This is an optimization exercise on Yosys and OpenROAD, whose aim is small area, not a production implementation.
In this exercise RTL edits were held to simulation tests only and were not proved equivalent to the original.
Power is estimated from default activity; no workload was simulated.

P:
// r30x_engine
module r30x_engine (
    input  wire         clk,
    input  wire         rst,
    input  wire         cmd_valid,
    output wire         cmd_ready,
    input  wire [8:0]   cmd_op,
    input  wire [7:0]   cmd_buf,
    input  wire [15:0]  cmd_page,
    input  wire [15:0]  cmd_start,
    input  wire [15:0]  cmd_count,
    input  wire [31:0]  cmd_word,
    input  wire [7:0]   cmd_num,
    input  wire [7:0]   cmd_content,
    input  wire [7:0]   cmd_code,
    input  wire [8:0]   cmd_dlen,
    input  wire         din_valid,
    output wire         din_ready,
    input  wire [7:0]   din_data,
    output wire         rsp_valid,
    input  wire         rsp_take,
    output reg  [3:0]   rsp_result,
    output wire [8:0]   rsp_op,
    output wire [7:0]   rsp_status,
    output reg          rsp_has_status,
    output reg  [31:0]  rsp_value,
    output wire [31:0]  rsp_addr,
    output wire [3:0]   rsp_enr_state,
    output wire [4:0]   rsp_data_len,
    output wire [159:0] rsp_data,
    output reg  [15:0]  p_status_reg,
    output reg  [15:0]  p_sys_id,
    output reg  [15:0]  p_lib_size,
    output reg  [15:0]  p_sec_level,
    output reg  [31:0]  p_dev_addr,
    output reg  [15:0]  p_pkt_size,
    output reg  [15:0]  p_baud,
    output wire         tx_valid,
    input  wire         tx_ready,
    output wire [7:0]   tx_data,
    output wire         tx_last,
    output wire         tx_write,
    input  wire         rx_valid,
    input  wire [7:0]   rx_data,
    input  wire         rx_last,
    input  wire         ev_timeout,
    input  wire         ev_tpclosed,
    input  wire         ev_delay_elapsed,
    input  wire         ev_cancel,
    output reg          close_evt,
    output reg          delay_start
);
Settings: LEC_CHECK=0, CAP_MARGIN=20, CORE_MARGIN=2, CORE_UTILIZATION=35, SLEW_MARGIN=20; clock period 45.0 ns.
run.sh (not shown) runs the stock make flow with config.mk's settings and CLKGATE_MAP_FILE= SYNTH_SCRIPT=/design/flow/synth_recipe.tcl, a recipe that flattens the netlist after the stock synthesis.
P finished every step from synthesis to the final layout, and the layout passed the timing, DRC and antenna checks.
> inputs changed (P -> Q)
Settings: CORE_UTILIZATION changed from 35 to 55.
==> flow/flow/run.sh (new file) <==
#!/bin/bash
# Standard ORFS layout; port buffers are buf_1, clock tree from clkbuf_4/8, sink clusters of up to 20
set -euo pipefail
bash standard.sh \
  "BUFFER_PORTS_ARGS=-buffer_cell sky130_fd_sc_hd__buf_1" \
  "CTS_ARGS=-sink_clustering_enable -repair_clock_nets -dont_use_dummy_load -sink_clustering_size 20 -sink_clustering_max_diameter 60 -buf_list {sky130_fd_sc_hd__clkbuf_4 sky130_fd_sc_hd__clkbuf_8}" \
  finish > standard_flow.log 2>&1
==> flow/standard.sh (new file) <==
#!/bin/bash
# synth_recipe.tcl (not shown) runs the flow's synth.tcl, then flattens the netlist and writes it again
# the make line also repeats each setting of config.mk as NAME=value (left out here)
make -C /OpenROAD-flow-scripts/flow DESIGN_CONFIG=/design/flow/config.mk WORK_HOME=/design/flow/orfs CLKGATE_MAP_FILE= SYNTH_SCRIPT=/design/flow/synth_recipe.tcl "${@:-finish}"
removed: flow/run.sh
## What came out
Q completed end to end with timing, DRC and antenna clean. Q against P: non-clock buffer count lost 2, met2 global-route usage picked up an extra 18 points, number of flops mapped to enable cells by yosys neither gained nor lost much, antenna diode count picked up an extra 2. Power in the clock group (Q / P): 0.47. Q improves on P in final cell area excluding filler cells.
## Diff of input files: R against Q
Settings: swapping 55 for 35 in CORE_UTILIZATION.
==> flow/flow/run.sh <==
#!/bin/bash
# Standard ORFS layout with two changes that only affect cell choice:
#  - port buffers use buf_1 instead of the default (clkdlybuf4s50_1)
#  - clock tree built from smaller clock buffers, without dummy loads
set -euo pipefail
bash standard.sh \
  "BUFFER_PORTS_ARGS=-buffer_cell sky130_fd_sc_hd__buf_1" \
  "CTS_ARGS=-sink_clustering_enable -repair_clock_nets -dont_use_dummy_load -buf_list {sky130_fd_sc_hd__clkbuf_4 sky130_fd_sc_hd__clkbuf_8}" \
  finish > standard_flow.log 2>&1
[summary]
The final layout from R, which completed every stage, passed the timing, DRC and antenna checks at the end of the flow. Diff Q -> R: met1 capacity usage during global routing moved down; first-iteration DRC count moved down; power density over the cells moved up; worst setup slack moved up; power after layout moved up. Summary of R over Q: clock-buffer cell count went up by 49; final design instance area without fill increased about 4%.

==> what the ideal ports hide <==
How much do the figures lean on ideal ports? The routed layouts below were timed once more, with nothing changed but the port constraints. Step 1 assumes that a clkbuf_16 drives the clock port and a buf_2 every other input. Step 2 times the ports against the registers' clock, not the clock port: input delays grow and output delays shrink by t, the midpoint of the rising clock arrivals with the driver on. Three values: ideal ports, drivers, drivers and shift; two values: the first two.
run | t, ns | setup slack, ns | cell pins on the clock port's net
P | 0.676 | 25.583 / 25.449 / 25.449 | 1
Q | 0.668 | 26.153 / 26.128 / 26.128 | 1
R | 0.689 | 26.326 / 26.219 / 26.219 | 1
After both steps every run listed still meets setup and hold. For P, which loses most, drivers alone change the setup slack by -0.134 ns; drivers and shift together by -0.134 ns.
